Context: an optimization exercise on an open-source flow, tuned for a short achievable clock period and few clock cycles. The choices shown serve that exercise and are no tape-out recipe.
Only simulation tests tie the RTL to the original design; equivalence was not proved.
Power figures rest on the tool's default switching activity, not on a simulated workload.

===== config.mk =====
export PLATFORM = sky130hd
export DESIGN_NAME = col216_core
export DESIGN_NICKNAME = col216_core
export VERILOG_FILES = /design/flow/design.v
export SDC_FILE = /design/flow/constraint.sdc
export NUM_CORES = 4
export LEC_CHECK = 0
export ABC_CLOCK_PERIOD_IN_PS = 3000
export CAP_MARGIN = 20
export CELL_PAD_IN_SITES_GLOBAL_PLACEMENT = 2
export CORE_MARGIN = 2
export CORE_UTILIZATION = 35
export PLACE_DENSITY = 0.5
export SLEW_MARGIN = 20
export TNS_END_PERCENT = 100

===== constraint.sdc =====
create_clock -name core_clock -period 11.0 [get_ports {clk}]
set_input_delay 2.2000 -clock core_clock [delete_from_list [all_inputs] [get_ports {clk}]]
set_output_delay 2.2000 -clock core_clock [all_outputs]
set_load 0.01 [all_outputs]

===== design.v =====
module col216_core (
    input  wire        clk,
    input  wire        rst,           
    input  wire [15:0] prog_len,      
    output wire [15:0] imem_addr,
    input  wire [31:0] imem_rdata,
    output wire [17:0] dmem_addr,     
    output wire        dmem_we,
    output wire [31:0] dmem_wdata,
    input  wire [31:0] dmem_rdata,
    output wire        wb_valid,      
    output wire [4:0]  wb_rd,
    output wire [31:0] wb_data,
    output wire        halted,
    output wire        fault,
    output wire [2:0]  fault_code,
    output wire [15:0] fault_pc
);
    localparam OP_ADD  = 6'd1;
    localparam OP_SUB  = 6'd2;
    localparam OP_MUL  = 6'd3;
    localparam OP_SLT  = 6'd4;
    localparam OP_ADDI = 6'd5;
    localparam OP_LW   = 6'd6;
    localparam OP_SW   = 6'd7;
    localparam OP_BEQ  = 6'd8;
    localparam OP_BNE  = 6'd9;
    localparam OP_J    = 6'd10;
    localparam F_INVREG  = 3'd1;
    localparam F_INVLAB  = 3'd2;
    localparam F_MEMADDR = 3'd3;
    localparam F_SYNTAX  = 3'd4;
    reg [31:0] rf [1:31];             
    reg [31:1] rf_ok;                 
    reg [15:0] n_r;                   
    reg        fault_r;
    reg [2:0]  fault_code_r;
    reg [15:0] fault_pc_r;
    reg        halted_r;              
    reg        dmem_we_r;             
    reg        wb_valid_r;            
    reg [15:0] pc;
    reg        f_ok;                  
    reg [1:0]  bht_c [0:63];          
    reg [63:0] bht_seen;              
    reg [63:0] lp_tv;                 
    reg [3:0]  lp_trip [0:63];
    reg [3:0]  lp_cnt  [0:63];
    reg [63:0] lp_cv;                 
    reg [63:0] f_hv;                  
    reg        upd_v;
    reg [5:0]  upd_idx;
    reg        upd_taken;
    reg        upd_back;
    reg [1:0]  upd_old;               
    reg [3:0]  upd_cnt;               
    reg        upd_tv;
    reg [3:0]  upd_trip;
    reg        ir_v;
    reg [31:0] ir;
    reg [15:0] ir_pc;
    reg        ir_pred;
    reg        idex_v;
    reg [15:0] idex_pc;
    reg [31:0] idex_d1;
    reg [31:0] idex_d2;
    reg [1:0]  idex_s1;               
    reg [1:0]  idex_s2;
    reg [31:0] idex_md1;              
    reg [31:0] idex_md2;
    reg [1:0]  idex_as1;              
    reg [31:0] idex_imm;
    reg [4:0]  idex_dest;
    reg        idex_rw;
    reg        idex_add, idex_sub, idex_mul, idex_slt, idex_addi;
    reg        idex_lw, idex_sw, idex_beq, idex_bne;
    reg        idex_pred;
    reg        idex_r_eq;             
    reg        idex_r_ne;             
    reg [8:0]  idex_cmp;              
    reg        idex_eq_dd;            
    reg        idex_back;             
    reg [15:0] idex_alt;              
    reg        idex_alt_ok;           
    reg        idex_df;               
    reg [2:0]  idex_dcode;
    reg [33:0] idex_klo;              
    reg [33:0] idex_khi;              
    reg        exmem_v;
    reg        exmem_rw;
    reg        exmem_mr;
    reg        exmem_mw;
    reg        exmem_mul;
    reg [4:0]  exmem_dest;
    reg [31:0] exmem_res;
    reg [31:0] exmem_sv;              
    reg [17:0] exmem_addr;            
    reg        exmem_br;              
    reg        exmem_back;
    reg        exmem_bne;
    reg        exmem_taken;
    reg [5:0]  exmem_bidx;
    reg  [31:0] exmem_mv0;
    reg  [31:0] exmem_mv1;
    reg  [31:0] exmem_mv2;
    reg  [31:0] exmem_mv3;
    reg  [31:0] exmem_mv4;
    reg  [31:0] exmem_mv5;
    reg        memwb_v;
    reg        memwb_rw;
    reg [4:0]  memwb_dest;
    reg [31:0] memwb_val;
    reg [4:0]  wb_rd_r;               
    reg [31:0] wb_data_r;
    wire [31:0] ex_a = idex_s1[0] ? exmem_res : idex_s1[1] ? memwb_val : idex_d1;
    wire [31:0] ex_b = idex_s2[0] ? exmem_res : idex_s2[1] ? memwb_val : idex_d2;
    wire [31:0] ex_add  = ex_a + ex_b;
    wire [31:0] ex_sub  = ex_a - ex_b;
    wire        ex_slt  = $signed(ex_a) < $signed(ex_b);
    wire [31:0] ex_addi = ex_a + idex_imm;
    wire [31:0] ex_ab   = idex_as1[0] ? exmem_res : idex_as1[1] ? memwb_val : idex_d1;
    wire [32:0] ex_ea   = {ex_ab[31], ex_ab} + {idex_imm[31], idex_imm};
    wire [33:0] ex_elo  = {{2{ex_ab[31]}}, ex_ab} + idex_klo;
    wire [33:0] ex_ehi  = {{2{ex_ab[31]}}, ex_ab} + idex_khi;
    wire        ex_ea_bad = (ex_ab[1:0] != idex_imm[1:0] * 2'd3)  
                          | ex_elo[33]                           
                          | ~ex_ehi[33];                         
    wire        ex_fault  = idex_v & (idex_df | ((idex_lw | idex_sw) & ex_ea_bad));
    wire [2:0]  ex_fcode  = idex_df ? idex_dcode : F_MEMADDR;
    wire        eq_em    = (exmem_res == memwb_val);
    wire        eq_ed    = (exmem_res == idex_d2);
    wire        eq_md    = (memwb_val == idex_d2);
    wire        eq_de    = (idex_d1 == exmem_res);
    wire        eq_dm    = (idex_d1 == memwb_val);
    wire        ex_eq    = idex_cmp[0] | idex_cmp[4]
                         | ((idex_cmp[1] | idex_cmp[3]) & eq_em)
                         | (idex_cmp[2] & eq_ed)
                         | (idex_cmp[5] & eq_md)
                         | (idex_cmp[6] & eq_de)
                         | (idex_cmp[7] & eq_dm)
                         | (idex_cmp[8] & idex_eq_dd);
    wire        ex_taken = (idex_beq & ex_eq) | (idex_bne & ~ex_eq);
    wire        ex_isbr  = idex_beq | idex_bne;
    wire        redir    = ex_eq ? idex_r_eq : idex_r_ne;
    wire [31:0] ex_res = ({32{idex_add}}  & ex_add)
                       | ({32{idex_sub}}  & ex_sub)
                       | ({32{idex_slt}}  & {31'd0, ex_slt})
                       | ({32{idex_addi}} & ex_addi);
    wire [31:0] mul_a = idex_md1;
    wire [31:0] mul_b = idex_md2;
    wire [32:0] mbb = {mul_b, 1'b0};
    wire [31:0] mul_a2 = {mul_a[30:0], 1'b0};
    wire mb1_0 = mbb[1] ^ mbb[0];
    wire mb2_0 = (mbb[2] & ~mbb[1] & ~mbb[0]) | (~mbb[2] & mbb[1] & mbb[0]);
    wire mbn_0 = mbb[2];
    wire [31:0] mpp0 = ((({32{mb1_0}} & mul_a) | ({32{mb2_0}} & mul_a2)) ^ {32{mbn_0}}) << 0;
    wire mb1_1 = mbb[3] ^ mbb[2];
    wire mb2_1 = (mbb[4] & ~mbb[3] & ~mbb[2]) | (~mbb[4] & mbb[3] & mbb[2]);
    wire mbn_1 = mbb[4];
    wire [31:0] mpp1 = ((({32{mb1_1}} & mul_a) | ({32{mb2_1}} & mul_a2)) ^ {32{mbn_1}}) << 2;
    wire mb1_2 = mbb[5] ^ mbb[4];
    wire mb2_2 = (mbb[6] & ~mbb[5] & ~mbb[4]) | (~mbb[6] & mbb[5] & mbb[4]);
    wire mbn_2 = mbb[6];
    wire [31:0] mpp2 = ((({32{mb1_2}} & mul_a) | ({32{mb2_2}} & mul_a2)) ^ {32{mbn_2}}) << 4;
    wire mb1_3 = mbb[7] ^ mbb[6];
    wire mb2_3 = (mbb[8] & ~mbb[7] & ~mbb[6]) | (~mbb[8] & mbb[7] & mbb[6]);
    wire mbn_3 = mbb[8];
    wire [31:0] mpp3 = ((({32{mb1_3}} & mul_a) | ({32{mb2_3}} & mul_a2)) ^ {32{mbn_3}}) << 6;
    wire mb1_4 = mbb[9] ^ mbb[8];
    wire mb2_4 = (mbb[10] & ~mbb[9] & ~mbb[8]) | (~mbb[10] & mbb[9] & mbb[8]);
    wire mbn_4 = mbb[10];
    wire [31:0] mpp4 = ((({32{mb1_4}} & mul_a) | ({32{mb2_4}} & mul_a2)) ^ {32{mbn_4}}) << 8;
    wire mb1_5 = mbb[11] ^ mbb[10];
    wire mb2_5 = (mbb[12] & ~mbb[11] & ~mbb[10]) | (~mbb[12] & mbb[11] & mbb[10]);
    wire mbn_5 = mbb[12];
    wire [31:0] mpp5 = ((({32{mb1_5}} & mul_a) | ({32{mb2_5}} & mul_a2)) ^ {32{mbn_5}}) << 10;
    wire mb1_6 = mbb[13] ^ mbb[12];
    wire mb2_6 = (mbb[14] & ~mbb[13] & ~mbb[12]) | (~mbb[14] & mbb[13] & mbb[12]);
    wire mbn_6 = mbb[14];
    wire [31:0] mpp6 = ((({32{mb1_6}} & mul_a) | ({32{mb2_6}} & mul_a2)) ^ {32{mbn_6}}) << 12;
    wire mb1_7 = mbb[15] ^ mbb[14];
    wire mb2_7 = (mbb[16] & ~mbb[15] & ~mbb[14]) | (~mbb[16] & mbb[15] & mbb[14]);
    wire mbn_7 = mbb[16];
    wire [31:0] mpp7 = ((({32{mb1_7}} & mul_a) | ({32{mb2_7}} & mul_a2)) ^ {32{mbn_7}}) << 14;
    wire mb1_8 = mbb[17] ^ mbb[16];
    wire mb2_8 = (mbb[18] & ~mbb[17] & ~mbb[16]) | (~mbb[18] & mbb[17] & mbb[16]);
    wire mbn_8 = mbb[18];
    wire [31:0] mpp8 = ((({32{mb1_8}} & mul_a) | ({32{mb2_8}} & mul_a2)) ^ {32{mbn_8}}) << 16;
    wire mb1_9 = mbb[19] ^ mbb[18];
    wire mb2_9 = (mbb[20] & ~mbb[19] & ~mbb[18]) | (~mbb[20] & mbb[19] & mbb[18]);
    wire mbn_9 = mbb[20];
    wire [31:0] mpp9 = ((({32{mb1_9}} & mul_a) | ({32{mb2_9}} & mul_a2)) ^ {32{mbn_9}}) << 18;
    wire mb1_10 = mbb[21] ^ mbb[20];
    wire mb2_10 = (mbb[22] & ~mbb[21] & ~mbb[20]) | (~mbb[22] & mbb[21] & mbb[20]);
    wire mbn_10 = mbb[22];
    wire [31:0] mpp10 = ((({32{mb1_10}} & mul_a) | ({32{mb2_10}} & mul_a2)) ^ {32{mbn_10}}) << 20;
    wire mb1_11 = mbb[23] ^ mbb[22];
    wire mb2_11 = (mbb[24] & ~mbb[23] & ~mbb[22]) | (~mbb[24] & mbb[23] & mbb[22]);
    wire mbn_11 = mbb[24];
    wire [31:0] mpp11 = ((({32{mb1_11}} & mul_a) | ({32{mb2_11}} & mul_a2)) ^ {32{mbn_11}}) << 22;
    wire mb1_12 = mbb[25] ^ mbb[24];
    wire mb2_12 = (mbb[26] & ~mbb[25] & ~mbb[24]) | (~mbb[26] & mbb[25] & mbb[24]);
    wire mbn_12 = mbb[26];
    wire [31:0] mpp12 = ((({32{mb1_12}} & mul_a) | ({32{mb2_12}} & mul_a2)) ^ {32{mbn_12}}) << 24;
    wire mb1_13 = mbb[27] ^ mbb[26];
    wire mb2_13 = (mbb[28] & ~mbb[27] & ~mbb[26]) | (~mbb[28] & mbb[27] & mbb[26]);
    wire mbn_13 = mbb[28];
    wire [31:0] mpp13 = ((({32{mb1_13}} & mul_a) | ({32{mb2_13}} & mul_a2)) ^ {32{mbn_13}}) << 26;
    wire mb1_14 = mbb[29] ^ mbb[28];
    wire mb2_14 = (mbb[30] & ~mbb[29] & ~mbb[28]) | (~mbb[30] & mbb[29] & mbb[28]);
    wire mbn_14 = mbb[30];
    wire [31:0] mpp14 = ((({32{mb1_14}} & mul_a) | ({32{mb2_14}} & mul_a2)) ^ {32{mbn_14}}) << 28;
    wire mb1_15 = mbb[31] ^ mbb[30];
    wire mb2_15 = (mbb[32] & ~mbb[31] & ~mbb[30]) | (~mbb[32] & mbb[31] & mbb[30]);
    wire mbn_15 = mbb[32];
    wire [31:0] mpp15 = ((({32{mb1_15}} & mul_a) | ({32{mb2_15}} & mul_a2)) ^ {32{mbn_15}}) << 30;
    wire [31:0] mppc = {1'b0, mbn_15, 1'b0, mbn_14, 1'b0, mbn_13, 1'b0, mbn_12, 1'b0, mbn_11, 1'b0, mbn_10, 1'b0, mbn_9, 1'b0, mbn_8, 1'b0, mbn_7, 1'b0, mbn_6, 1'b0, mbn_5, 1'b0, mbn_4, 1'b0, mbn_3, 1'b0, mbn_2, 1'b0, mbn_1, 1'b0, mbn_0};
    wire [31:0] mts0_0 = mpp0 ^ mpp1 ^ mpp2;
    wire [31:0] mtc0_0 = {((mpp0[30:0] & mpp1[30:0]) | (mpp0[30:0] & mpp2[30:0]) | (mpp1[30:0] & mpp2[30:0])), 1'b0};
    wire [31:0] mts0_1 = mpp3 ^ mpp4 ^ mpp5;
    wire [31:0] mtc0_1 = {((mpp3[30:0] & mpp4[30:0]) | (mpp3[30:0] & mpp5[30:0]) | (mpp4[30:0] & mpp5[30:0])), 1'b0};
    wire [31:0] mts0_2 = mpp6 ^ mpp7 ^ mpp8;
    wire [31:0] mtc0_2 = {((mpp6[30:0] & mpp7[30:0]) | (mpp6[30:0] & mpp8[30:0]) | (mpp7[30:0] & mpp8[30:0])), 1'b0};
    wire [31:0] mts0_3 = mpp9 ^ mpp10 ^ mpp11;
    wire [31:0] mtc0_3 = {((mpp9[30:0] & mpp10[30:0]) | (mpp9[30:0] & mpp11[30:0]) | (mpp10[30:0] & mpp11[30:0])), 1'b0};
    wire [31:0] mts0_4 = mpp12 ^ mpp13 ^ mpp14;
    wire [31:0] mtc0_4 = {((mpp12[30:0] & mpp13[30:0]) | (mpp12[30:0] & mpp14[30:0]) | (mpp13[30:0] & mpp14[30:0])), 1'b0};
    wire [31:0] mts1_0 = mts0_0 ^ mtc0_0 ^ mts0_1;
    wire [31:0] mtc1_0 = {((mts0_0[30:0] & mtc0_0[30:0]) | (mts0_0[30:0] & mts0_1[30:0]) | (mtc0_0[30:0] & mts0_1[30:0])), 1'b0};
    wire [31:0] mts1_1 = mtc0_1 ^ mts0_2 ^ mtc0_2;
    wire [31:0] mtc1_1 = {((mtc0_1[30:0] & mts0_2[30:0]) | (mtc0_1[30:0] & mtc0_2[30:0]) | (mts0_2[30:0] & mtc0_2[30:0])), 1'b0};
    wire [31:0] mts1_2 = mts0_3 ^ mtc0_3 ^ mts0_4;
    wire [31:0] mtc1_2 = {((mts0_3[30:0] & mtc0_3[30:0]) | (mts0_3[30:0] & mts0_4[30:0]) | (mtc0_3[30:0] & mts0_4[30:0])), 1'b0};
    wire [31:0] mts1_3 = mtc0_4 ^ mpp15 ^ mppc;
    wire [31:0] mtc1_3 = {((mtc0_4[30:0] & mpp15[30:0]) | (mtc0_4[30:0] & mppc[30:0]) | (mpp15[30:0] & mppc[30:0])), 1'b0};
    wire [31:0] mts2_0 = mts1_0 ^ mtc1_0 ^ mts1_1;
    wire [31:0] mtc2_0 = {((mts1_0[30:0] & mtc1_0[30:0]) | (mts1_0[30:0] & mts1_1[30:0]) | (mtc1_0[30:0] & mts1_1[30:0])), 1'b0};
    wire [31:0] mts2_1 = mtc1_1 ^ mts1_2 ^ mtc1_2;
    wire [31:0] mtc2_1 = {((mtc1_1[30:0] & mts1_2[30:0]) | (mtc1_1[30:0] & mtc1_2[30:0]) | (mts1_2[30:0] & mtc1_2[30:0])), 1'b0};
    wire [31:0] mms3_0 = exmem_mv0 ^ exmem_mv1 ^ exmem_mv2;
    wire [31:0] mmc3_0 = {((exmem_mv0[30:0] & exmem_mv1[30:0]) | (exmem_mv0[30:0] & exmem_mv2[30:0]) | (exmem_mv1[30:0] & exmem_mv2[30:0])), 1'b0};
    wire [31:0] mms3_1 = exmem_mv3 ^ exmem_mv4 ^ exmem_mv5;
    wire [31:0] mmc3_1 = {((exmem_mv3[30:0] & exmem_mv4[30:0]) | (exmem_mv3[30:0] & exmem_mv5[30:0]) | (exmem_mv4[30:0] & exmem_mv5[30:0])), 1'b0};
    wire [31:0] mms4_0 = mms3_0 ^ mmc3_0 ^ mms3_1;
    wire [31:0] mmc4_0 = {((mms3_0[30:0] & mmc3_0[30:0]) | (mms3_0[30:0] & mms3_1[30:0]) | (mmc3_0[30:0] & mms3_1[30:0])), 1'b0};
    wire [31:0] mms5_0 = mms4_0 ^ mmc4_0 ^ mmc3_1;
    wire [31:0] mmc5_0 = {((mms4_0[30:0] & mmc4_0[30:0]) | (mms4_0[30:0] & mmc3_1[30:0]) | (mmc4_0[30:0] & mmc3_1[30:0])), 1'b0};
    wire [31:0] mul_final = mms5_0 + mmc5_0;
    wire [31:0] mem_val = exmem_mul ? mul_final : exmem_mr ? dmem_rdata : exmem_res;
    wire [1:0]  bu_old  = bht_seen[exmem_bidx] ? bht_c[exmem_bidx] : (exmem_bne ? 2'd2 : 2'd1);
    wire [3:0]  bu_cnt  = lp_cv[exmem_bidx] ? lp_cnt[exmem_bidx] : 4'd0;
    wire [1:0]  up_ctr  = upd_taken ? ((upd_old == 2'd3) ? 2'd3 : upd_old + 2'd1)
                                    : ((upd_old == 2'd0) ? 2'd0 : upd_old - 2'd1);
    wire        up_tv   = upd_back ? (upd_taken ? (upd_tv & (upd_cnt != 4'hf)) : 1'b1) : upd_tv;
    wire [3:0]  up_cnt  = upd_back ? (upd_taken ? upd_cnt + 4'd1 : 4'd0) : upd_cnt;
    wire [3:0]  up_trip = (upd_back & ~upd_taken) ? upd_cnt : upd_trip;
    wire        up_hv   = up_tv ? (up_cnt != up_trip) : up_ctr[1];
    wire [5:0]  op    = ir[31:26];
    wire [4:0]  rs    = ir[25:21];
    wire [4:0]  rt    = ir[20:16];
    wire [4:0]  rd    = ir[15:11];
    wire d_add  = (op == OP_ADD);
    wire d_sub  = (op == OP_SUB);
    wire d_mul  = (op == OP_MUL);
    wire d_slt  = (op == OP_SLT);
    wire d_addi = (op == OP_ADDI);
    wire d_lw   = (op == OP_LW);
    wire d_sw   = (op == OP_SW);
    wire d_beq  = (op == OP_BEQ);
    wire d_bne  = (op == OP_BNE);
    wire d_j    = (op == OP_J);
    wire is_r   = d_add | d_sub | d_mul | d_slt;
    wire is_br  = d_beq | d_bne;
    wire op_ok  = (op >= 6'd1) & (op <= 6'd10);
    wire bad_syntax = ~op_ok | (is_r & (ir[10:0] != 11'd0));
    wire bad_reg    = (is_r & (rd == 5'd0)) | ((d_addi | d_lw) & (rt == 5'd0));
    wire bad_label  = (is_br & (ir[15] | (ir[15:0] > n_r)))
                    | (d_j  & (ir[25] | (ir[24:16] != 9'd0) | (ir[15:0] > n_r)));
    wire d_df       = bad_syntax | bad_reg | bad_label;
    wire [2:0] d_dcode = bad_syntax ? F_SYNTAX : bad_reg ? F_INVREG : F_INVLAB;
    wire       use_rs = (is_r | d_addi | d_lw | d_sw | is_br) & (rs != 5'd0);
    wire       use_rt = (is_r | d_sw | is_br) & (rt != 5'd0);
    wire       writes = is_r | d_addi | d_lw;
    wire [4:0] dest   = is_r ? rd : rt;
    wire ex_late  = idex_v & idex_rw & (idex_lw | idex_mul);
    wire hazard   = ex_late & ((use_rs & (rs == idex_dest)) | (use_rt & (rt == idex_dest)));
    wire mul_haz  = d_mul & ((idex_v & idex_rw &
                              ((use_rs & (rs == idex_dest)) | (use_rt & (rt == idex_dest))))
                           | (exmem_v & exmem_rw & (exmem_mr | exmem_mul) &
                              ((use_rs & (rs == exmem_dest)) | (use_rt & (rt == exmem_dest)))));
    wire stall    = ir_v & (hazard | mul_haz);
    wire f1_ex  = use_rs & idex_v  & idex_rw  & (idex_dest  == rs);
    wire f1_mem = use_rs & exmem_v & exmem_rw & (exmem_dest == rs);
    wire f2_ex  = use_rt & idex_v  & idex_rw  & (idex_dest  == rt);
    wire f2_mem = use_rt & exmem_v & exmem_rw & (exmem_dest == rt);
    wire        wb_en  = memwb_v & memwb_rw;
    wire [31:0] wb_dec = 32'd1 << memwb_dest;
    wire [31:0] rf_ok0 = {rf_ok, 1'b0};
    wire [31:0] rdata1 = (wb_en && rs != 5'd0 && memwb_dest == rs) ? memwb_val :
                         rf_ok0[rs] ? rf[rs] : 32'd0;
    wire [31:0] rdata2 = (wb_en && rt != 5'd0 && memwb_dest == rt) ? memwb_val :
                         rf_ok0[rt] ? rf[rt] : 32'd0;
    wire [2:0]  src1   = f1_ex ? 3'b001 : f1_mem ? 3'b010 : 3'b100;    
    wire [2:0]  src2   = f2_ex ? 3'b001 : f2_mem ? 3'b010 : 3'b100;
    wire [15:0] ir_pc1 = ir_pc + 16'd1;
    wire [15:0] d_alt  = ir_pred ? ir_pc1 : ir[15:0];
    wire [15:0] f_pc1  = pc + 16'd1;
    wire [5:0]  f_op   = imem_rdata[31:26];
    wire        f_j    = (f_op == OP_J);
    wire        f_br   = (f_op == OP_BEQ) | (f_op == OP_BNE);
    wire [5:0]  f_idx  = pc[5:0];
    wire        f_hint = bht_seen[f_idx] ? f_hv[f_idx] : (f_op == OP_BNE);
    wire        f_pred = f_br & f_hint;
    wire        f_take = f_j | f_pred;
    integer i;
    always @(posedge clk) begin
        if (rst) begin
            n_r          <= prog_len;
            fault_r      <= 1'b0;
            fault_code_r <= 3'd0;
            fault_pc_r   <= 16'd0;
        end else if (!fault_r) begin
            fault_r      <= ex_fault;
            fault_code_r <= ex_fcode;
            fault_pc_r   <= idex_pc;
        end
    end
    always @(posedge clk) begin
        if (rst) begin
            halted_r   <= prog_len == 16'd0;
            dmem_we_r  <= 1'b0;
            wb_valid_r <= 1'b0;
        end else begin
            halted_r   <= ~fault_r & ~f_ok & ~ir_v & ~idex_v & ~exmem_v;
            dmem_we_r  <= idex_v & idex_sw & ~fault_r & ~ex_fault;
            wb_valid_r <= exmem_v & exmem_rw & ~fault_r & ~ex_fault;
        end
    end
    always @(posedge clk) begin
        if (rst) begin
            pc           <= 16'd0;
            f_ok         <= prog_len != 16'd0;
            ir_v         <= 1'b0;
            idex_v       <= 1'b0;
            idex_r_eq    <= 1'b0;
            idex_r_ne    <= 1'b0;
            exmem_v      <= 1'b0;
            memwb_v      <= 1'b0;
            bht_seen     <= 64'd0;
            lp_tv        <= 64'd0;
            lp_cv        <= 64'd0;
            upd_v        <= 1'b0;
        end else begin
            memwb_v <= exmem_v;
            exmem_v <= idex_v;
            idex_v  <= ir_v & ~stall & ~redir;
            idex_r_eq <= ir_v & ~stall & ~redir & ((d_beq & ~ir_pred) | (d_bne & ir_pred));
            idex_r_ne <= ir_v & ~stall & ~redir & ((d_beq & ir_pred) | (d_bne & ~ir_pred));
            if (redir) begin
                ir_v <= 1'b0;
                pc   <= idex_alt;
                f_ok <= idex_alt_ok;
            end else if (!stall) begin
                ir_v <= f_ok;
                if (f_ok) begin
                    pc   <= f_take ? imem_rdata[15:0] : f_pc1;
                    f_ok <= f_take ? (imem_rdata[15:0] < n_r) : (f_pc1 < n_r);
                end
            end
            upd_v <= exmem_v & exmem_br;
            if (upd_v) begin
                bht_seen[upd_idx] <= 1'b1;
                lp_tv[upd_idx]    <= up_tv;
                if (upd_back)
                    lp_cv[upd_idx] <= 1'b1;
            end
        end
    end
    always @(posedge clk) begin
        if (rst)
            rf_ok <= 31'd0;
        else if (wb_en)
            rf_ok <= rf_ok | wb_dec[31:1];
    end
    always @(posedge clk) begin
        if (wb_en)
            rf[memwb_dest] <= memwb_val;
    end
    always @(posedge clk) begin
        upd_idx   <= exmem_bidx;
        upd_taken <= exmem_taken;
        upd_back  <= exmem_back;
        upd_old   <= bu_old;
        upd_cnt   <= bu_cnt;
        upd_tv    <= lp_tv[exmem_bidx];
        upd_trip  <= lp_trip[exmem_bidx];
        if (upd_v) begin
            bht_c[upd_idx]   <= up_ctr;
            lp_cnt[upd_idx]  <= up_cnt;
            lp_trip[upd_idx] <= up_trip;
            f_hv[upd_idx]    <= up_hv;
        end
        memwb_rw   <= exmem_rw;
        memwb_dest <= exmem_dest;
        memwb_val  <= mem_val;
        wb_rd_r   <= exmem_dest & {5{exmem_rw}};
        wb_data_r <= mem_val & {32{exmem_rw}};
        exmem_rw    <= idex_rw;
        exmem_mr    <= idex_lw;
        exmem_mw    <= idex_sw;
        exmem_mul   <= idex_mul;
        exmem_dest  <= idex_dest;
        exmem_res   <= ex_res;
        exmem_sv    <= ex_b & {32{idex_sw}};
        exmem_addr  <= ex_ea[19:2] & {18{idex_lw | idex_sw}};
        exmem_br    <= idex_v & ex_isbr;
        exmem_back  <= idex_back;
        exmem_bne   <= idex_bne;
        exmem_taken <= ex_taken;
        exmem_bidx  <= idex_pc[5:0];
        exmem_mv0 <= mts2_0;
        exmem_mv1 <= mtc2_0;
        exmem_mv2 <= mts2_1;
        exmem_mv3 <= mtc2_1;
        exmem_mv4 <= mts1_3;
        exmem_mv5 <= mtc1_3;
        idex_pc     <= ir_pc;
        idex_d1     <= rdata1;
        idex_d2     <= rdata2;
        idex_s1     <= {f1_mem & ~f1_ex, f1_ex};
        idex_s2     <= {f2_mem & ~f2_ex, f2_ex};
        idex_md1    <= ~d_mul ? 32'd0 : f1_mem ? exmem_res : rdata1;
        idex_md2    <= ~d_mul ? 32'd0 : f2_mem ? exmem_res : rdata2;
        idex_as1    <= {f1_mem & ~f1_ex & (d_lw | d_sw), f1_ex & (d_lw | d_sw)};
        idex_imm    <= {{16{ir[15]}}, ir[15:0]};
        idex_dest   <= dest;
        idex_rw     <= writes;
        idex_add    <= d_add;
        idex_sub    <= d_sub;
        idex_mul    <= d_mul;
        idex_slt    <= d_slt;
        idex_addi   <= d_addi;
        idex_lw     <= d_lw;
        idex_sw     <= d_sw;
        idex_beq    <= d_beq;
        idex_bne    <= d_bne;
        idex_pred   <= ir_pred;
        idex_cmp    <= {src1[2] & src2[2], src1[2] & src2[1], src1[2] & src2[0],
                        src1[1] & src2[2], src1[1] & src2[1], src1[1] & src2[0],
                        src1[0] & src2[2], src1[0] & src2[1], src1[0] & src2[0]};
        idex_eq_dd  <= rdata1 == rdata2;
        idex_back   <= ir[15:0] <= ir_pc;
        idex_alt    <= d_alt;
        idex_alt_ok <= d_alt < n_r;
        idex_df     <= d_df;
        idex_dcode  <= d_dcode;
        idex_klo    <= {{18{ir[15]}}, ir[15:0]} - {16'd0, n_r, 2'b00};
        idex_khi    <= {{18{ir[15]}}, ir[15:0]} - 34'h100000;
        if (!stall) begin
            ir      <= imem_rdata;
            ir_pc   <= pc;
            ir_pred <= f_pred;
        end
    end
    assign imem_addr  = pc;
    assign dmem_addr  = exmem_addr;
    assign dmem_we    = dmem_we_r;
    assign dmem_wdata = exmem_sv;
    assign wb_valid   = wb_valid_r;
    assign wb_rd      = wb_rd_r;
    assign wb_data    = wb_data_r;
    assign halted     = halted_r;
    assign fault      = fault_r;
    assign fault_code = fault_code_r;
    assign fault_pc   = fault_pc_r;
endmodule

===== flow/run.sh =====
#!/bin/bash
set -euo pipefail
bash standard.sh SETUP_SLACK_MARGIN=7.5 \
  "BUFFER_PORTS_ARGS=-buffer_cell sky130_fd_sc_hd__buf_4" \
  finish > standard.log 2>&1

===== standard.sh =====
#!/bin/bash
# synth_recipe.tcl (not shown) runs the flow's synth.tcl, then flattens the netlist and writes it again
# the make line also repeats each setting of config.mk as NAME=value (left out here)
make -C /OpenROAD-flow-scripts/flow DESIGN_CONFIG=/design/flow/config.mk WORK_HOME=/design/flow/orfs CLKGATE_MAP_FILE= SYNTH_SCRIPT=/design/flow/synth_recipe.tcl "${@:-finish}"

==> summary.txt, run 1 <==
P&R area growth vs syn=21.99%; Post-synth EDFFs=1,762; GPL Wtd Cong=0.8815; fmax=244.1 MHz; Crit Path Max Fanout=5; min cycle time layout=4.096 ns; mapped cell area=135,300 sq um; Setup crit end=wb_data_r[25]; min-delay worst type=register to register; clock buffer count from CTS=315; Top delay family on crit path=compound AO/OA/AOI/OAI gates; RSZ-0062 raised after global routing=true; worst slack, placed=5.616 ns; largest cells by area after synthesis=edfxtp_1 39%, dfxtp_1 12%, mux4_2 11%, mux2i_1 4.0%, ha_1 3.2%; root buffer cell=clkbuf_16; CP startpoint kind=register; worst-path cell chain=fa_1, fa_1, ha_1, ha_4, a21o_1, a21oi_2, o21ai_4, or3b_4, o21ai_4, a21oi_2, o21a_1, o211ai_1, o31ai_4, nor3b_2; setup violators final=0; share of Yosys cell area claimed by the top area cell type=39.12%; WL per Instance=36.91 um; TritonRoute pass-1 iters=8; Leak=58.10 nW; io pins=208; final instance area=165,000 sq um; WL final=624,100 um; Non-Filler Instances=16,909; Crit path buffers/inverters=0; port buffer count=207; Die Wd=625.7 um; Rel. slew slack=8.283%; Cell variety after synth=98; H-tree depth=5; fin util=42.84%; Overall Power=24.37 mW; final setup TNS=0 ns; Final Max Slew Viols=0; Final WS setup=6.904 ns; slowest cell on the critical path=fa_1; syn avg cell area=12.17 sq um; routing usage on met3=4.674%; drt via density=5.994; Worst EP required=11.80 ns; Worst path max stage delay=0.51 ns; Post-Syn Instances=11,114; Clock Latency Late Sink=0.98 ns; cts-stage hold buffer count=0; layout cells sized above 1=26.53%; Arr. time, crit path=4.90 ns; PwrDens=147.7 nW/um^2; end of the worst register-to-register path=wb_data_r[25]; ys flop type=edfxtp_1; Worst Hold Slack=0.3339 ns; placed inst area=142,700 sq um; leading area contributor after synthesis=edfxtp_1; first-pass GRT wire length=833,000 um; GR Overflow Total=0; R2R Path Start=exmem_mv0[16]; number of fill cells=35,647; status=complete, no violations; Max Clock Skew=0.1024 ns; Worst-Margin Slew=1.372 ns; number of DRC markers in iteration 0=10,798; min-delay src=idex_back; Routed Antenna Nets=0; worst-case reg-to-reg path depth=14; final hold violation count=0; async set-reset flop share out of synthesis=0%; register area=69,820 sq um; routed vias=101,359; multi-input logic area=64,810 sq um; VDD IR max=0.1174 mV; Setup CP Type=register to register; CTS tree=yes; final-stage net count=12,182; largest net degree at the start of global routing=121; gr usage total=30.55%; die area=391,400 sq um; die height=625.7 um; GR Util met2=48.74%; total of max-cap violations=0; placed cell count=15,771; core area=385,100 sq um; CTS Sinks=2,579; Reg clk slew, reported paths=0.06 ns; vias in the first global route=99,240; crit share post-route=37.24%; Ys Warns=1; grt peak-use layer=met2; Final HPWL DP=375,200 um; WP depth=14; drt drc=0; Initial Utilization=35.12%; Mapped Nets=11,744; initial antenna violation count=56; CP Launch Point=exmem_mv0[16]; met1 Resource Use GR=41.88%; row count=228; worst-case clock buffer depth=4; Register-to-Register Setup Slack=6.90 ns; Worst setup EP type=register; sequential area share after synthesis=51.21%; register bit total from synthesis=2,579
==> what timing repair did <==
action | 4_1_cts | 5_1_grt
pin swaps | 102 | 161
endpoints found under the hold margin | 0 | 0
cloned | 39 | 29
resized for setup | 1074 | 399
endpoints found under the setup margin | 726 | 441
buffers inserted | 296 | 156
==> sequential cells by signal (all words and copies together) (netlist names), 19 cells and up, named ones only <==
signal / cells
rf_ok: 31
bht_c: 128
lp_tv: 64
idex_md2: 32
exmem_mv2: 19
idex_d2: 32
memwb_val: 32
exmem_res: 32
exmem_mv1: 27
rf: 992
exmem_mv4: 19
bht_seen: 64
idex_md1: 32
idex_d1: 32
lp_cnt: 256
f_hv: 64
exmem_sv: 32
exmem_mv0: 32
lp_cv: 64
ir: 32
wb_data_r: 32
lp_trip: 256
==> layout make-up <==
cell class,instances,area share [%]
antenna,35,0.05308
clock buffer,415,5.287
clock inverter,164,0.9373
inverter,413,0.9585
multi-input combinational,7220,39.28
sequential,2579,42.32
tap,5060,3.837
timing repair buffer,1023,7.332
==> synth_stat cells (all sizes together), types with 118 or more instances <==
cell	count
a211oi	118
a21oi	679
a221oi	127
a22oi	142
buf	260
clkbuf	647
dfxtp	817
edfxtp	1762
fa	203
ha	345
inv	409
mux2i	534
mux4	666
nand2	843
nand3	119
nor2	809
nor2b	153
o21ai	657
o22ai	125
xnor2	262
xor2	147
==> per-layer routing <==
layer | up-vias | share of wire [%]
met1 | 53093 | 43
li1 | 42769 | -
met2 | 4478 | 46
met3 | 1011 | 7.1
met5 | - | 0.0087
met4 | 8 | 4.8
==> cells by family (layout without fill, tap and decap cells) <==
kind of cell | count (synthesis) | after routing | synth area share (%)
mux | 1260 | 1261 | 15.55
xor+xnor | 409 | 409 | 2.648
simple gates | 2450 | 2454 | 8.183
other cells | 0 | 35 | 0
fa+ha+maj | 661 | 661 | 7.032
compound gates | 2435 | 2435 | 11.41
flops | 2579 | 2579 | 51.21
buf+inv | 1320 | 2015 | 3.968
==> layout by cell type, fill, tap and decap left out, types with 110 or more instances in the layout <==
cell type,n
a22oi_1,138
a221oi_1,117
o22ai_1,112
mux4_2,665
edfxtp_1,1762
nor2b_1,144
xor2_1,136
ha_1,288
buf_6,205
mux2i_1,516
dfxtp_2,144
xnor2_1,246
buf_4,583
a21oi_1,607
inv_1,394
nand2_1,830
fa_1,193
clkbuf_16,350
nor2_1,711
dfxtp_1,573
o21ai_0,486
nand3_1,110
==> where the power goes <==
group	internal, mW	leakage (nW)	switching, mW	total [mW]
clock network	5.98	5.00	4.47	10.4
registers	10.5	22.9	0.242	10.8
logic	1.19	30.2	1.98	3.17
==> worst min-delay path by stage <==
stage	to	slack [ns]	cells after the start
floorplan	exmem_back	0.31	0
global placement	upd_taken	0.32	0
detailed placement	upd_taken	0.32	0
CTS	exmem_back	0.34	0
global route	exmem_back	0.34	0
finish	exmem_back	0.33	0
Testbench counts, summed over its fixed seeds: cycles 103,971.
==> run 2: changes to the inputs <==
--- a/design.v
+++ b/design.v
@@ -48,14 +48,6 @@
     reg [3:0]  lp_cnt  [0:63];
     reg [63:0] lp_cv;                 
     reg [63:0] f_hv;                  
-    reg        upd_v;
-    reg [5:0]  upd_idx;
-    reg        upd_taken;
-    reg        upd_back;
-    reg [1:0]  upd_old;               
-    reg [3:0]  upd_cnt;               
-    reg        upd_tv;
-    reg [3:0]  upd_trip;
     reg        ir_v;
     reg [31:0] ir;
     reg [15:0] ir_pc;
@@ -68,7 +60,8 @@
     reg [1:0]  idex_s2;
     reg [31:0] idex_md1;              
     reg [31:0] idex_md2;
-    reg [1:0]  idex_as1;              
+    reg [1:0]  idex_ms1;              
+    reg [1:0]  idex_ms2;
     reg [31:0] idex_imm;
     reg [4:0]  idex_dest;
     reg        idex_rw;
@@ -117,12 +110,11 @@
     wire [31:0] ex_add  = ex_a + ex_b;
     wire [31:0] ex_sub  = ex_a - ex_b;
     wire        ex_slt  = $signed(ex_a) < $signed(ex_b);
-    wire [31:0] ex_addi = ex_a + idex_imm;
-    wire [31:0] ex_ab   = idex_as1[0] ? exmem_res : idex_as1[1] ? memwb_val : idex_d1;
-    wire [32:0] ex_ea   = {ex_ab[31], ex_ab} + {idex_imm[31], idex_imm};
-    wire [33:0] ex_elo  = {{2{ex_ab[31]}}, ex_ab} + idex_klo;
-    wire [33:0] ex_ehi  = {{2{ex_ab[31]}}, ex_ab} + idex_khi;
-    wire        ex_ea_bad = (ex_ab[1:0] != idex_imm[1:0] * 2'd3)  
+    wire [32:0] ex_ea   = {ex_a[31], ex_a} + {idex_imm[31], idex_imm};
+    wire [31:0] ex_addi = ex_ea[31:0];
+    wire [33:0] ex_elo  = {{2{ex_a[31]}}, ex_a} + idex_klo;
+    wire [33:0] ex_ehi  = {{2{ex_a[31]}}, ex_a} + idex_khi;
+    wire        ex_ea_bad = (ex_a[1:0] != idex_imm[1:0] * 2'd3)   
                           | ex_elo[33]                           
                           | ~ex_ehi[33];                         
     wire        ex_fault  = idex_v & (idex_df | ((idex_lw | idex_sw) & ex_ea_bad));
@@ -146,8 +138,8 @@
                        | ({32{idex_sub}}  & ex_sub)
                        | ({32{idex_slt}}  & {31'd0, ex_slt})
                        | ({32{idex_addi}} & ex_addi);
-    wire [31:0] mul_a = idex_md1;
-    wire [31:0] mul_b = idex_md2;
+    wire [31:0] mul_a = idex_ms1[0] ? exmem_res : idex_ms1[1] ? memwb_val : idex_md1;
+    wire [31:0] mul_b = idex_ms2[0] ? exmem_res : idex_ms2[1] ? memwb_val : idex_md2;
     wire [32:0] mbb = {mul_b, 1'b0};
     wire [31:0] mul_a2 = {mul_a[30:0], 1'b0};
     wire mb1_0 = mbb[1] ^ mbb[0];
@@ -246,15 +238,18 @@
     wire [31:0] mms5_0 = mms4_0 ^ mmc4_0 ^ mmc3_1;
     wire [31:0] mmc5_0 = {((mms4_0[30:0] & mmc4_0[30:0]) | (mms4_0[30:0] & mmc3_1[30:0]) | (mmc4_0[30:0] & mmc3_1[30:0])), 1'b0};
     wire [31:0] mul_final = mms5_0 + mmc5_0;
-    wire [31:0] mem_val = exmem_mul ? mul_final : exmem_mr ? dmem_rdata : exmem_res;
+    wire [31:0] mem_val = exmem_mr ? dmem_rdata : exmem_mul ? mul_final : exmem_res;
     wire [1:0]  bu_old  = bht_seen[exmem_bidx] ? bht_c[exmem_bidx] : (exmem_bne ? 2'd2 : 2'd1);
     wire [3:0]  bu_cnt  = lp_cv[exmem_bidx] ? lp_cnt[exmem_bidx] : 4'd0;
-    wire [1:0]  up_ctr  = upd_taken ? ((upd_old == 2'd3) ? 2'd3 : upd_old + 2'd1)
-                                    : ((upd_old == 2'd0) ? 2'd0 : upd_old - 2'd1);
-    wire        up_tv   = upd_back ? (upd_taken ? (upd_tv & (upd_cnt != 4'hf)) : 1'b1) : upd_tv;
-    wire [3:0]  up_cnt  = upd_back ? (upd_taken ? upd_cnt + 4'd1 : 4'd0) : upd_cnt;
-    wire [3:0]  up_trip = (upd_back & ~upd_taken) ? upd_cnt : upd_trip;
-    wire        up_hv   = up_tv ? (up_cnt != up_trip) : up_ctr[1];
+    wire [1:0]  bu_new  = exmem_taken ? ((bu_old == 2'd3) ? 2'd3 : bu_old + 2'd1)
+                                      : ((bu_old == 2'd0) ? 2'd0 : bu_old - 2'd1);
+    wire        bu_tv_old   = lp_tv[exmem_bidx];
+    wire [3:0]  bu_trip_old = lp_trip[exmem_bidx];
+    wire        bu_tv_new   = exmem_back ? (exmem_taken ? (bu_tv_old & (bu_cnt != 4'hf)) : 1'b1)
+                                         : bu_tv_old;
+    wire [3:0]  bu_cnt_new  = exmem_back ? (exmem_taken ? bu_cnt + 4'd1 : 4'd0) : bu_cnt;
+    wire [3:0]  bu_trip_new = (exmem_back & ~exmem_taken) ? bu_cnt : bu_trip_old;
+    wire        bu_hv       = bu_tv_new ? (bu_cnt_new != bu_trip_new) : bu_new[1];
     wire [5:0]  op    = ir[31:26];
     wire [4:0]  rs    = ir[25:21];
     wire [4:0]  rt    = ir[20:16];
@@ -284,11 +279,7 @@
     wire [4:0] dest   = is_r ? rd : rt;
     wire ex_late  = idex_v & idex_rw & (idex_lw | idex_mul);
     wire hazard   = ex_late & ((use_rs & (rs == idex_dest)) | (use_rt & (rt == idex_dest)));
-    wire mul_haz  = d_mul & ((idex_v & idex_rw &
-                              ((use_rs & (rs == idex_dest)) | (use_rt & (rt == idex_dest))))
-                           | (exmem_v & exmem_rw & (exmem_mr | exmem_mul) &
-                              ((use_rs & (rs == exmem_dest)) | (use_rt & (rt == exmem_dest)))));
-    wire stall    = ir_v & (hazard | mul_haz);
+    wire stall    = ir_v & hazard;
     wire f1_ex  = use_rs & idex_v  & idex_rw  & (idex_dest  == rs);
     wire f1_mem = use_rs & exmem_v & exmem_rw & (exmem_dest == rs);
     wire f2_ex  = use_rt & idex_v  & idex_rw  & (idex_dest  == rt);
@@ -349,7 +340,6 @@
             bht_seen     <= 64'd0;
             lp_tv        <= 64'd0;
             lp_cv        <= 64'd0;
-            upd_v        <= 1'b0;
         end else begin
             memwb_v <= exmem_v;
             exmem_v <= idex_v;
@@ -367,12 +357,17 @@
                     f_ok <= f_take ? (imem_rdata[15:0] < n_r) : (f_pc1 < n_r);
                 end
             end
-            upd_v <= exmem_v & exmem_br;
-            if (upd_v) begin
-                bht_seen[upd_idx] <= 1'b1;
-                lp_tv[upd_idx]    <= up_tv;
-                if (upd_back)
-                    lp_cv[upd_idx] <= 1'b1;
+            if (exmem_v & exmem_br) begin
+                bht_seen[exmem_bidx] <= 1'b1;
+                if (exmem_back) begin
+                    lp_cv[exmem_bidx] <= 1'b1;
+                    if (exmem_taken) begin
+                        if (bu_cnt == 4'hf)
+                            lp_tv[exmem_bidx] <= 1'b0;
+                    end else begin
+                        lp_tv[exmem_bidx] <= 1'b1;
+                    end
+                end
             end
         end
     end
@@ -387,32 +382,32 @@
             rf[memwb_dest] <= memwb_val;
     end
     always @(posedge clk) begin
-        upd_idx   <= exmem_bidx;
-        upd_taken <= exmem_taken;
-        upd_back  <= exmem_back;
-        upd_old   <= bu_old;
-        upd_cnt   <= bu_cnt;
-        upd_tv    <= lp_tv[exmem_bidx];
-        upd_trip  <= lp_trip[exmem_bidx];
-        if (upd_v) begin
-            bht_c[upd_idx]   <= up_ctr;
-            lp_cnt[upd_idx]  <= up_cnt;
-            lp_trip[upd_idx] <= up_trip;
-            f_hv[upd_idx]    <= up_hv;
+        if (exmem_br) begin
+            bht_c[exmem_bidx] <= bu_new;
+            f_hv[exmem_bidx]  <= bu_hv;
+            if (exmem_back) begin
+                lp_cnt[exmem_bidx] <= exmem_taken ? bu_cnt + 4'd1 : 4'd0;
+                if (~exmem_taken)
+                    lp_trip[exmem_bidx] <= bu_cnt;
+            end
         end
         memwb_rw   <= exmem_rw;
         memwb_dest <= exmem_dest;
         memwb_val  <= mem_val;
-        wb_rd_r   <= exmem_dest & {5{exmem_rw}};
-        wb_data_r <= mem_val & {32{exmem_rw}};
+        if (exmem_rw) begin
+            wb_rd_r   <= exmem_dest;
+            wb_data_r <= mem_val;
+        end
         exmem_rw    <= idex_rw;
         exmem_mr    <= idex_lw;
         exmem_mw    <= idex_sw;
         exmem_mul   <= idex_mul;
         exmem_dest  <= idex_dest;
         exmem_res   <= ex_res;
-        exmem_sv    <= ex_b & {32{idex_sw}};
-        exmem_addr  <= ex_ea[19:2] & {18{idex_lw | idex_sw}};
+        if (idex_sw)
+            exmem_sv <= ex_b;
+        if (idex_lw | idex_sw)
+            exmem_addr <= ex_ea[19:2];
         exmem_br    <= idex_v & ex_isbr;
         exmem_back  <= idex_back;
         exmem_bne   <= idex_bne;
@@ -429,9 +424,10 @@
         idex_d2     <= rdata2;
         idex_s1     <= {f1_mem & ~f1_ex, f1_ex};
         idex_s2     <= {f2_mem & ~f2_ex, f2_ex};
-        idex_md1    <= ~d_mul ? 32'd0 : f1_mem ? exmem_res : rdata1;
-        idex_md2    <= ~d_mul ? 32'd0 : f2_mem ? exmem_res : rdata2;
-        idex_as1    <= {f1_mem & ~f1_ex & (d_lw | d_sw), f1_ex & (d_lw | d_sw)};
+        idex_md1    <= d_mul ? rdata1 : 32'd0;
+        idex_md2    <= d_mul ? rdata2 : 32'd0;
+        idex_ms1    <= {f1_mem & ~f1_ex & d_mul, f1_ex & d_mul};
+        idex_ms2    <= {f2_mem & ~f2_ex & d_mul, f2_ex & d_mul};
         idex_imm    <= {{16{ir[15]}}, ir[15:0]};
         idex_dest   <= dest;
         idex_rw     <= writes;
==> flow/run.sh (replaced) <==
#!/bin/bash
set -euo pipefail
bash standard.sh SETUP_SLACK_MARGIN=7 \
  "BUFFER_PORTS_ARGS=-buffer_cell sky130_fd_sc_hd__buf_4" \
  finish > standard.log 2>&1
==> summary.txt, run 2 <==
drt drc=0; Leak=58.21 nW; H-tree depth=5; RSZ-0062 raised after global routing=true; TritonRoute pass-1 iters=6; min-delay worst type=register to register; largest cells by area after synthesis=edfxtp_1 42%, mux4_2 12%, dfxtp_1 11%, mux2i_1 3.2%, ha_1 3.1%; port buffer count=207; GR Overflow Total=0; PwrDens=145.5 nW/um^2; async set-reset flop share out of synthesis=0%; status=complete, no violations; routed vias=99,517; WL final=616,100 um; P&R area growth vs syn=24.91%; worst-case clock buffer depth=4; most frequent cells in the layout=1,849 x edfxtp_1, 794 x nor2_1, 776 x buf_4; worst-path cell chain=fa_1, fa_1, ha_1, ha_1, a21o_1, a21oi_2, nor2b_2, a311oi_4, o31ai_4, a221o_2, a31oi_4, o21bai_4, a21o_1, xor2_4, mux2_4, mux2_4; Reg clk slew, reported paths=0.05 ns; Worst-Margin Slew=1.327 ns; first-pass GRT wire length=828,300 um; WL per Instance=37.51 um; gr usage total=31.13%; Crit Path Max Fanout=3; final hold violation count=0; Crit path buffers/inverters=0; setup violators final=0; Worst EP required=11.65 ns; Post-Syn Instances=10,533; Commonest cells post-synth=1,849 x edfxtp_1, 864 x nor2_1, 753 x a21oi_1, 712 x dfxtp_1, 707 x mux4_2; Setup CP Type=register to register; number of DRC markers in iteration 0=11,635; biggest registers after layout=rf: 992 flops, lp_cnt: 256 flops, lp_trip: 256 flops; initial antenna violation count=47; Final Max Slew Viols=0; leading area contributor after synthesis=edfxtp_1; die area=383,800 sq um; cts-stage hold buffer count=0; Ys Warns=1; Max Clock Skew=0.05747 ns; VDD IR max=0.1179 mV; Initial Utilization=35.08%; Final HPWL DP=370,900 um; clock buffer count from CTS=310; Mapped Nets=11,143; top-count cell post-synth=edfxtp_1; slowest cell on the critical path=fa_1; max reg flops=992; fmax=209.1 MHz; number of fill cells=34,311; GPL Wtd Cong=0.8707; die height=619.5 um; sequential area share after synthesis=52.62%; share of Yosys cell area claimed by the top area cell type=41.87%; vias in the first global route=96,151; worst slack, placed=4.630 ns; drt via density=6.060; crit share post-route=43.47%; Arr. time, crit path=5.43 ns; Final WS setup=6.219 ns; Rel. slew slack=11.56%; root buffer cell=clkbuf_16; core area=378,100 sq um; placed cell count=15,275; Top delay family on crit path=compound AO/OA/AOI/OAI gates; row count=226; Clock Latency Late Sink=0.95 ns; final setup TNS=0 ns; min cycle time layout=4.781 ns; CP startpoint kind=register; fin util=43.81%; Post-synth EDFFs=1,849; largest net degree at the start of global routing=104; Overall Power=24.10 mW; mapped cell area=132,600 sq um; Worst path max stage delay=0.51 ns; Routed Antenna Nets=0; total of max-cap violations=0; io pins=208; Reg with most FFs=rf; ys flop type=edfxtp_1; CTS Sinks=2,561; Die Wd=619.5 um; layout cells sized above 1=29.79%; commonest non-fill, non-tap cell in the layout=edfxtp_1; final-stage net count=11,753; register bit total from synthesis=2,561; Worst setup EP type=register; CTS tree=yes; Non-Filler Instances=16,423; syn avg cell area=12.59 sq um; Cell variety after synth=88
[run 2: changes by cell type after synthesis, moves of 98 or more]
cell	change
nand2_1	-286
nor2b_1	-98
dfxtp_1	-105
mux2i_1	-110
o221ai_1	+113
o22ai_1	+130
maj3_1	-109
[run 2: final timing paths]
| kind | from | depth (start not counted) | endpoint | slack (ns) |
|---|---|---|---|---|
| max reg2reg | exmem_mv0[15] | 16 | wb_data_r[29] | 6.22 |
| min reg2reg | idex_rw | 0 | exmem_rw | 0.34 |
| min | idex_rw | 0 | exmem_rw | 0.34 |
| max | exmem_mv0[15] | 16 | wb_data_r[29] | 6.22 |
[run 2: cells by family (layout without fill, tap and decap cells)]
group,after synthesis,in the layout,synth area share [%]
AOI/OAI and AO/OA,2541,2542,12.17
xor gates and xnor gates,410,410,2.708
adders and majority gates,532,532,6.161
buffers and inverters,1274,2120,3.776
DFF,2561,2561,52.62
muxes,1207,1207,15.85
other,0,19,0
and+or+nand+nor,2008,2016,6.711
[run 2: metrics by stage]
step | hold slack (ns) | area (sq um)
after floorplan | 0.3096 | 133700
after global placement | 0.3186 | 141100
after detailed placement | 0.3120 | 141200
after CTS | 0.3394 | 161300
after global routing | 0.3468 | 165600
final | 0.3413 | 165600
[run 2: final cells by class]
cell class	instances	area, sq um	area share (%)
antenna	19	47.55	0.02870
clock buffer	408	8668	5.233
inverter	387	1618	0.9767
timing repair inverter	1	8.758	0.005287
timing repair buffer	1175	13710	8.279
tap	5016	6276	3.789
clock inverter	149	1531	0.9245
multi-input combinational	6707	63800	38.52
sequential	2561	69980	42.25
[run 2: repair_timing]
| item | 4_1_cts | 5_1_grt |
|---|---|---|
| endpoints found under the setup margin | 1231 | 439 |
| cloned | 75 | 26 |
| setup buffers | 331 | 139 |
| pin swaps | 238 | 307 |
| endpoints found under the hold margin | 0 | 0 |
| gates resized for setup | 1045 | 598 |
[run 2: power by group]
part           internal (mW)  switching [mW]  leakage (nW)
logic                   1.18            1.85          29.9
registers               10.4           0.162          23.3
clock network           6.12            4.34          4.97
total                   17.7            6.36          58.2
[run 2: worst register-to-register path, stage by stage, from the launching register on]
cell      delay (ns)
dfxtp_1         0.32
fa_1            0.51
fa_1            0.43
ha_1            0.32
ha_1            0.24
a21o_1          0.20
a21oi_2         0.13
nor2b_2         0.07
a311oi_4        0.24
o31ai_4         0.16
a221o_2         0.51
a31oi_4         0.23
o21bai_4        0.09
a21o_1          0.21
xor2_4          0.20
mux2_4          0.35
mux2_4          0.30
[run 2: routing by layer]
metal	routed length (um)	up-vias	GRT usage, %	part of all wire (%)
met5	53	-	0	0.0086
met4	32160	8	14.23	5.2
met3	44810	945	4.654	7.3
met2	269200	4531	46.71	44
met1	269900	52449	44.38	44
li1	-	41584	-	-
Testbench counts of run 2, summed over its fixed seeds: cycles 100,756.

[afterwards: timing with drivers on the ports]
How much do the figures lean on ideal ports? The routed layouts below were timed once more, with nothing changed but the port constraints. Step 1 sets driving cells, clkbuf_16 on the clock port and buf_2 on the other inputs (assumed; they add their load-dependent delay and slew). Step 2 times the ports against the registers' clock, not the clock port: input delays grow and output delays shrink by t, the midpoint of the rising clock arrivals with the driver on. Three values: ideal, step 1, step 2; two values: the first two.
| run | t (ns) | setup WS [ns] | hold WS [ns] | worst setup path at the end |
|---|---|---|---|---|
| run 1 | 1.050 | 6.904 / 6.904 / 6.717 | 0.334 / 0.334 / 0.334 | input to register |
| run 2 | 1.046 | 6.219 / 6.219 / 6.080 | 0.341 / 0.341 / 0.341 | input to register |
After both steps every run listed still meets setup and hold. For run 1, which loses most, drivers alone change the setup slack by 0.000 ns; drivers and shift together by -0.187 ns.
